Context: an optimization exercise on an open-source flow, tuned for small area, a short achievable clock period and few clock cycles. The choices shown serve that exercise and are no tape-out recipe.
The RTL was checked by simulation tests, not by an equivalence proof against the original design.
Power is estimated from default activity; no workload was simulated.

==> flow/constraint.sdc <==
create_clock -name core_clock -period 7.5 [get_ports {clk}]
set_input_delay 1.5000 -clock core_clock [delete_from_list [all_inputs] [get_ports {clk}]]
set_output_delay 1.5000 -clock core_clock [all_outputs]
set_load 0.01 [all_outputs]
==> flow/run.sh <==
#!/bin/bash
# synth_recipe.tcl (not shown) runs the flow's synth.tcl, then flattens the netlist and writes it again
# the make line also repeats each setting of config.mk as NAME=value (left out here)
make -C /OpenROAD-flow-scripts/flow DESIGN_CONFIG=/design/flow/config.mk WORK_HOME=/design/flow/orfs CLKGATE_MAP_FILE= SYNTH_SCRIPT=/design/flow/synth_recipe.tcl finish
==> flow/design.v <==
module pktcodec (
    input  wire        clk,
    input  wire        rst,
    input  wire        cmd_valid,
    output wire        cmd_ready,
    input  wire [31:0] cmd_word,
    input  wire [31:0] cmd_arg,
    input  wire        in_valid,
    output wire        in_ready,
    input  wire [7:0]  in_data,
    output wire        out_valid,
    input  wire        out_ready,
    output wire [7:0]  out_data,
    output wire        rsp_valid,
    input  wire        rsp_ready,
    output wire [2:0]  rsp_code,
    output wire [31:0] rsp_data
);
    localparam BODY_CAP  = 32;
    localparam MIN_FRAME = 6;
    localparam FRAME_CAP = BODY_CAP + MIN_FRAME;
    localparam OP_NEW       = 8'h00;
    localparam OP_SETSEQ    = 8'h01;
    localparam OP_SETCMD    = 8'h02;
    localparam OP_SETACK    = 8'h03;
    localparam OP_SETBODY   = 8'h04;
    localparam OP_SETLEN    = 8'h05;
    localparam OP_PACKDRIVE = 8'h06;
    localparam OP_ENCODE    = 8'h08;
    localparam OP_DECODE    = 8'h09;
    localparam OP_CKSUM     = 8'h0A;
    localparam OP_VERIFY    = 8'h0B;
    localparam OP_GETSEQ    = 8'h10;
    localparam OP_GETCMD    = 8'h11;
    localparam OP_GETACK    = 8'h12;
    localparam OP_GETBODY   = 8'h13;
    localparam OP_GETLEN    = 8'h14;
    localparam OP_GETCRC    = 8'h15;
    localparam OP_GETSTATUS = 8'h16;
    localparam OP_UNPACK    = 8'h17;
    localparam RC_OK        = 3'd0;
    localparam RC_HDRLEN    = 3'd1;
    localparam RC_FRAME     = 3'd2;
    localparam RC_CKSUM     = 3'd3;
    localparam RC_FLAGS     = 3'd4;
    localparam S_IDLE = 2'd0;
    localparam S_IN   = 2'd1;
    localparam S_OUT  = 2'd2;
    localparam S_FIN  = 2'd3;
    function [3:0] popcount8;
        input [7:0] b;
        popcount8 = b[0] + b[1] + b[2] + b[3] + b[4] + b[5] + b[6] + b[7];
    endfunction
    reg [15:0] tx_seq, rx_seq;
    reg [3:0]  tx_flags, rx_flags;           
    reg [15:0] tx_len, rx_len;
    reg [15:0] tx_blen, rx_blen;
    reg [7:0]  tx_crc, rx_crc;
    reg [7:0]  rx_status;
    reg [7:0]  tx_body [0:BODY_CAP-1];
    reg [7:0]  rx_body [0:BODY_CAP-1];
    reg [1:0]  state;
    reg        rsp_pending;
    reg [7:0]  op;
    reg        bk;
    reg [15:0] imm;
    reg [31:0] arg;                           
    reg [31:0] cnt;                           
    reg [7:0]  acc;                           
    reg [15:0] hdr_seq;
    reg [7:0]  hdr_flags;
    reg [15:0] hdr_len;
    reg [7:0]  last_byte;
    reg [2:0]  rsp_code_r;
    reg [31:0] rsp_data_r;
    wire busy = (state != S_IDLE) || rsp_pending;
    assign cmd_ready = !busy;
    wire cmd_fire = cmd_valid && cmd_ready;
    wire [7:0]  c_op  = cmd_word[31:24];
    wire        c_bk  = cmd_word[23];
    wire takes_seq = (c_op == OP_SETBODY) || (c_op == OP_DECODE) ||
                     (c_op == OP_CKSUM)   || (c_op == OP_VERIFY);
    wire enc_len_ok = (tx_len == tx_blen + 16'd6);
    assign in_ready = (state == S_IN);
    wire in_fire = in_valid && in_ready;
    wire [15:0] sel_blen = bk ? rx_blen : tx_blen;
    wire [31:0] out_total = (op == OP_ENCODE) ? {16'd0, tx_len} : {16'd0, sel_blen};
    reg [7:0] out_byte;
    always @(*) begin
        out_byte = 8'h00;
        if (op == OP_ENCODE) begin
            if (cnt == 32'd0)                      out_byte = tx_seq[7:0];
            else if (cnt == 32'd1)                 out_byte = tx_seq[15:8];
            else if (cnt == 32'd2)                 out_byte = {4'b0000, tx_flags};
            else if (cnt == 32'd3)                 out_byte = tx_len[7:0];
            else if (cnt == 32'd4)                 out_byte = tx_len[15:8];
            else if (cnt == {16'd0, tx_len} - 1)   out_byte = acc;
            else                                   out_byte = tx_body[cnt - 5];
        end else begin
            out_byte = bk ? rx_body[cnt] : tx_body[cnt];
        end
    end
    assign out_valid = (state == S_OUT);
    assign out_data  = out_byte;
    wire out_fire = out_valid && out_ready;
    assign rsp_valid = rsp_pending;
    assign rsp_code  = rsp_code_r;
    assign rsp_data  = rsp_data_r;
    integer i;
    always @(posedge clk) begin
        if (rst) begin
            state       <= S_IDLE;
            rsp_pending <= 1'b0;
            op          <= 8'h00;
            bk          <= 1'b0;
            imm         <= 16'h0000;
            arg         <= 32'h0;
            cnt         <= 32'h0;
            acc         <= 8'h00;
            hdr_seq     <= 16'h0000;
            hdr_flags   <= 8'h00;
            hdr_len     <= 16'h0000;
            last_byte   <= 8'h00;
            rsp_code_r  <= RC_OK;
            rsp_data_r  <= 32'h0;
            tx_seq <= 16'h0000; tx_flags <= 4'h0; tx_len <= MIN_FRAME; tx_blen <= 16'h0000; tx_crc <= 8'h00;
            rx_seq <= 16'h0000; rx_flags <= 4'h0; rx_len <= MIN_FRAME; rx_blen <= 16'h0000; rx_crc <= 8'h00;
            rx_status <= 8'h00;
        end else begin
            if (rsp_valid && rsp_ready)
                rsp_pending <= 1'b0;
            case (state)
            S_IDLE: begin
                if (cmd_fire) begin
                    op  <= c_op;
                    bk  <= c_bk;
                    imm <= cmd_word[15:0];
                    arg <= cmd_arg;
                    cnt <= 32'h0;
                    acc <= 8'h00;
                    if (takes_seq && cmd_arg != 32'h0)
                        state <= S_IN;
                    else if (c_op == OP_ENCODE && enc_len_ok)
                        state <= S_OUT;
                    else if (c_op == OP_GETBODY && (c_bk ? rx_blen : tx_blen) != 16'h0000)
                        state <= S_OUT;
                    else
                        state <= S_FIN;
                end
            end
            S_IN: begin
                if (in_fire) begin
                    if (op == OP_CKSUM || cnt != arg - 1)
                        acc <= acc + popcount8(in_data);
                    if (cnt == arg - 1)
                        last_byte <= in_data;
                    case (op)
                    OP_SETBODY: tx_body[cnt[4:0]] <= in_data;
                    OP_DECODE: begin
                        if (cnt == 32'd0) hdr_seq[7:0]  <= in_data;
                        if (cnt == 32'd1) hdr_seq[15:8] <= in_data;
                        if (cnt == 32'd2) hdr_flags     <= in_data;
                        if (cnt == 32'd3) hdr_len[7:0]  <= in_data;
                        if (cnt == 32'd4) hdr_len[15:8] <= in_data;
                        if (cnt >= 32'd5 && cnt < arg - 1 && cnt < FRAME_CAP - 1)
                            rx_body[cnt - 5] <= in_data;
                    end
                    default: ;
                    endcase
                    cnt <= cnt + 1;
                    if (cnt == arg - 1)
                        state <= S_FIN;
                end
            end
            S_OUT: begin
                if (out_fire) begin
                    if (cnt != out_total - 1)
                        acc <= acc + popcount8(out_byte);
                    cnt <= cnt + 1;
                    if (cnt == out_total - 1)
                        state <= S_FIN;
                end
            end
            S_FIN: begin
                state       <= S_IDLE;
                rsp_pending <= 1'b1;
                rsp_code_r  <= RC_OK;
                rsp_data_r  <= 32'h0;
                case (op)
                OP_NEW: begin
                    if (bk) begin
                        rx_seq <= 16'h0000; rx_flags <= 4'h0; rx_len <= MIN_FRAME;
                        rx_blen <= 16'h0000; rx_crc <= 8'h00; rx_status <= 8'h00;
                    end else begin
                        tx_seq <= 16'h0000; tx_flags <= 4'h0; tx_len <= MIN_FRAME;
                        tx_blen <= 16'h0000; tx_crc <= 8'h00;
                    end
                end
                OP_SETSEQ: tx_seq <= imm;
                OP_SETCMD: begin
                    case (imm[1:0])
                    2'd0:    tx_flags[2:0] <= 3'b001;    
                    2'd1:    tx_flags[2:0] <= 3'b100;    
                    default: tx_flags[2:0] <= 3'b010;    
                    endcase
                end
                OP_SETACK: tx_flags[3] <= imm[0];
                OP_SETBODY: begin
                    tx_blen <= arg[15:0];
                    tx_len  <= arg[15:0] + 16'd6;
                end
                OP_SETLEN: tx_len <= imm;
                OP_PACKDRIVE: begin
                    tx_body[0] <= arg[31:24];
                    tx_body[1] <= arg[23:16];
                    tx_body[2] <= arg[7:0];
                    tx_body[3] <= arg[15:8];
                    tx_blen    <= 16'd4;
                    tx_len     <= 16'd10;
                end
                OP_ENCODE: begin
                    if (enc_len_ok) begin
                        tx_crc     <= acc;
                        rsp_data_r <= {16'd0, tx_len};
                    end else begin
                        rsp_code_r <= RC_HDRLEN;
                    end
                end
                OP_DECODE: begin
                    if (arg < MIN_FRAME || hdr_len < MIN_FRAME ||
                        {16'd0, hdr_len} != arg || arg > FRAME_CAP) begin
                        rx_seq <= 16'h0000; rx_flags <= 4'h0; rx_len <= MIN_FRAME;
                        rx_blen <= 16'h0000; rx_crc <= 8'h00;
                        rx_status  <= 8'h02;
                        rsp_code_r <= RC_FRAME;
                    end else begin
                        rx_seq    <= hdr_seq;
                        rx_flags  <= hdr_flags[3:0];
                        rx_len    <= hdr_len;
                        rx_blen   <= hdr_len - 16'd6;
                        rx_crc    <= last_byte;
                        rx_status <= {4'b0000,
                                      (hdr_flags[0] + hdr_flags[1] + hdr_flags[2]) != 2'd1,
                                      acc != last_byte,
                                      1'b0, 1'b1};
                        rsp_data_r <= {hdr_seq, 4'b0000, hdr_flags[3:0], 4'b0000,
                                      (hdr_flags[0] + hdr_flags[1] + hdr_flags[2]) != 2'd1,
                                      acc != last_byte,
                                      1'b0, 1'b1};
                        if (acc != last_byte)
                            rsp_code_r <= RC_CKSUM;
                        else if ((hdr_flags[0] + hdr_flags[1] + hdr_flags[2]) != 2'd1)
                            rsp_code_r <= RC_FLAGS;
                    end
                end
                OP_CKSUM:  rsp_data_r <= {24'd0, acc};
                OP_VERIFY: rsp_data_r <= {31'd0, (arg > 1) && (acc == last_byte)};
                OP_GETSEQ: rsp_data_r <= {16'd0, bk ? rx_seq : tx_seq};
                OP_GETCMD: begin
                    case (bk ? rx_flags[2:0] : tx_flags[2:0])
                    3'b001:  rsp_data_r <= 32'd0;        
                    3'b100:  rsp_data_r <= 32'd1;        
                    3'b010:  rsp_data_r <= 32'd2;        
                    default: rsp_code_r <= RC_FLAGS;
                    endcase
                end
                OP_GETACK:    rsp_data_r <= {31'd0, bk ? rx_flags[3] : tx_flags[3]};
                OP_GETBODY:   rsp_data_r <= {16'd0, sel_blen};
                OP_GETLEN:    rsp_data_r <= {16'd0, bk ? rx_len : tx_len};
                OP_GETCRC:    rsp_data_r <= {24'd0, bk ? rx_crc : tx_crc};
                OP_GETSTATUS: rsp_data_r <= {24'd0, rx_status};
                OP_UNPACK: begin
                    if (bk)
                        rsp_data_r <= {rx_body[0], rx_body[1], rx_body[3], rx_body[2]};
                    else
                        rsp_data_r <= {tx_body[0], tx_body[1], tx_body[3], tx_body[2]};
                end
                default: ;
                endcase
            end
            endcase
        end
    end
endmodule
==> flow/config.mk <==
export PLATFORM = sky130hd
export DESIGN_NAME = pktcodec
export DESIGN_NICKNAME = pktcodec
export VERILOG_FILES = /design/flow/design.v
export SDC_FILE = /design/flow/constraint.sdc
export NUM_CORES = 4
export LEC_CHECK = 0
export CAP_MARGIN = 20
export CORE_MARGIN = 2
export CORE_UTILIZATION = 40
export PLACE_DENSITY = 0.6
export SLEW_MARGIN = 20
==> flow_metrics.py <==
metrics = {
    "run_status": {
        "status": "timing/DRC/antenna clean",
    },
    "synth": {
        "synth_nets": 3651,
        "synthCells": 3498,
        "synth_edf_count": 512,
        "yosys_warnings": 1,
        "yosys.area.top_type": "edfxtp_1",
        "ys_types": 90,
        "dominantRegCellSynth": "edfxtp_1",
        "netlist_area_sq_mm": 0.04112,
        "synthTopCellsByCount": "edfxtp_1 (512), nand2_1 (416), dfxtp_1 (307)",
        "synth_top_area_frac": 0.3739,
        "synth.avg_cell_area_sq_um": 11.76,
        "yosys.cell_count.top_type": "edfxtp_1",
        "ys_seq_area_frac": 0.5234,
        "synthArstFlopShare": 0,
        "netlist_top_cells_area": "edfxtp_1 (37%), dfxtp_1 (15%), mux4_2 (13%), nand2_1 (3.8%), a21oi_1 (3.0%)",
        "ys_ff_latch": 819,
    },
    "placed_design": {
        "dp_cells": 4863,
        "dp_hpwl_um": 101400,
        "port_buffers": 117,
        "place_area_sq_mm": 0.04432,
        "place_congestion": 0.9746,
    },
    "sta": {
        "worst_clock_skew_ns": 0.03893,
        "finalSetupTns_ns": 0,
        "relSlewSlack": 0.2358,
        "setup_violations": 0,
        "tightestPinTransition_ns": 1.144,
        "finalCritPeriodShare": 0.9386,
        "layout_min_cycle_time_ns": 7.040,
        "hold_viol": 0,
        "max_freq_ghz": 0.1420,
        "rsz0062_at_grt": "no",
        "slew_violations": 0,
    },
    "power_and_ir_drop": {
        "leakagePower_uw": 0.01538,
        "power_frac_seq": 0.388,
        "p_total_uw": 13030,
        "clock_power_share": 0.346,
        "p_sw_uw": 4200,
        "combinationalPowerShare": 0.266,
        "p_per_area_mw_per_mm2": 275.2,
        "swShare": 0.3224,
        "peakVddDrop_mv": 0.3661,
        "p_int_uw": 8828,
    },
    "cts": {
        "cts_setup_buffers": 0,
        "cts_tree": "done",
        "cts_root_buf": "clkbuf_16",
        "htree_levels": 3,
        "cts_resized": 0,
        "cts_sinks": 819,
        "cts.path.max_buffers": 3,
        "clkTransAtPathRegs_ns": 0.06,
        "cts-hold-fix-buffers": 0,
        "cts_made_buffers": 89,
        "clk_latency_ns": 0.69,
    },
    "critical_path": {
        "worstSetupPathType": "register to register",
        "path_common_cell": "inv_1",
        "required_ns": 8.06,
        "cp_slowest_cell": "nor4_1",
        "cp.arrival_ns": 7.60,
        "cpPeakStageDelay_ns": 0.78,
        "worstSetupEndpointType": "register",
        "start_kind": "register",
        "crit_fanout": 9,
    },
    "floorplan": {
        "num_rows": 117,
        "coreArea_sq_mm": 0.1019,
        "initial_core_util": 0.4036,
        "die_h_um": 324.6,
        "die_area_sq_mm": 0.1054,
        "io_pins": 125,
        "die_width_um": 324.6,
    },
    "detailed_routing": {
        "antenna_left": 0,
        "vias": 30890,
        "vias_per_cell": 6.140,
        "wl_per_cell_um": 28.27,
        "wirelength_um": 142200,
        "drtPass1Iterations": 6,
        "drc": 0,
        "initialDrtViolationCount": 4135,
    },
    "finish": {
        "fin_cells": 5031,
        "drive_above_1_share": 0.1673,
        "multiInputGateArea_sq_mm": 0.01860,
        "fin_nets": 3740,
        "antennaDiodeCount": 0,
        "n_fill_cell": 9263,
        "seqCellArea_sq_mm": 0.02154,
        "stdcell_area_sq_mm": 0.04733,
        "utilization": 0.4646,
        "area_growth_pct": 15.11,
    },
    "global_routing": {
        "grt-ovfl-total": 0,
        "grt_pass1_vias": 29210,
        "antenna_found_initial": 0,
        "grt_max_degree": 95,
        "grtUsageTotal": 0.2646,
        "grt_first_pass_wirelength_um": 206700,
    },
    "run": {
        "maxCapViolations": 0,
    },
    "hold_path": {
        "hp-class": "register to register",
    },
}
per-stage QoR:
stage / worst slack (ns) / hold WS, ns
floorplan: 0.2135 / 0.4239
global placement: 0.5803 / 0.4374
finish: 0.4602 / 0.4514
detailed placement: 0.5505 / 0.4446
CTS: 0.5509 / 0.4532
global route: 0.1152 / 0.4776
registers in the layout, summed over array words and instances, names as in the netlist, 32 cells and up, named ones only:
signal	flops
arg	32
cnt	32
rsp_data_r	32
rx_body	256
tx_body	256
critical path: cells and delay by family, from the launching register on:
| family | cells | cell delay (ns) |
|---|---|---|
| adders and majority gates | 6 | 2.39 |
| and+or+nand+nor | 7 | 2.31 |
| AOI/OAI and AO/OA | 8 | 1.29 |
| buffers and inverters | 6 | 0.48 |
| DFF | 1 | 0.35 |
| muxes | 1 | 0.06 |
power groups by stage:
stage                     Sequential [uW]  Combinational (uW)  Clock, uW
after floorplan                      5000                2280          0
after global placement               5150                3390          0
after detailed placement             5150                3410          0
after CTS                            5060                3430       4560
after global routing                 5060                3700       4740
final                                5060                3460       4500
routing by layer:
metal  part of all wire  up-vias  track usage
li1                   -    13430            -
met1               0.40    15530       0.3551
met2               0.47     1615       0.4206
met3              0.088      314      0.05215
met4              0.046        0       0.1090
met5                  0        -            0
cells in the final DEF (no fill, tap or decap), drive strengths merged, types with 105 or more instances in the layout:
cell type,netlist,final
edfxtp,512,512
nand2,416,416
dfxtp,307,307
a21oi,249,249
mux4,238,238
nor2,234,234
buf,53,144
nand3,135,135
clkbuf,203,117
clkdlybuf4s50,0,108
xnor2,105,105
path summary, 6_finish.rpt:
check	startpoint	end	cells after the start	slack, ns
max	cnt[0]	acc[6]	28	0.46
min reg2reg	tx_crc[0]	tx_crc[0]	2	0.45
max reg2reg	cnt[0]	acc[6]	28	0.46
min	tx_crc[0]	tx_crc[0]	2	0.45
area by class of cell:
class | count | area share
sequential | 819 | 0.4550
multi-input combinational | 2349 | 0.3929
clock buffer | 115 | 0.05128
timing repair buffer | 254 | 0.04671
tap | 1368 | 0.03616
clock inverter | 52 | 0.01208
inverter | 74 | 0.005868
logic make-up (layout without fill, tap and decap cells):
logic type / count (synthesis) / count (layout) / synth area share
fa+ha+maj: 75 / 75 / 0.02483
simple gates: 1143 / 1143 / 0.1316
flops: 819 / 819 / 0.5234
mux: 359 / 359 / 0.1605
buf+inv: 330 / 495 / 0.03073
compound gates: 614 / 614 / 0.09530
xor+xnor: 158 / 158 / 0.03365
Testbench counts, summed over its fixed seeds: cycles 69,294.

[port drivers added, routing unchanged]
The flow's constraints put no driver on any port. The routed layout listed below was extracted and timed again, unchanged, in two steps.
Step 1 sets driving cells, clkbuf_16 on the clock port and buf_2 on the other inputs (assumed; they add their load-dependent delay and slew).
Step 2, shift: input delay + t, output delay - t, t = (earliest + latest rising clock arrival at the registers) / 2. This alone moves slack from input paths to output paths.
a / b / c = no drivers / after step 1 / after step 2; a / b = the first two.
t (ns): 0.748
setup WS [ns]: 0.460 / 0.460 / 0.460
hold slack, ns: 0.451 / 0.451 / 0.451
slew at the worst register clock pin (ns): 0.07 / 0.07
worst data-port slew with drivers (ns): 0.06
After both steps setup and hold are still met in this run. For this run, drivers alone change the setup slack by 0.000 ns; drivers and shift together by 0.000 ns.
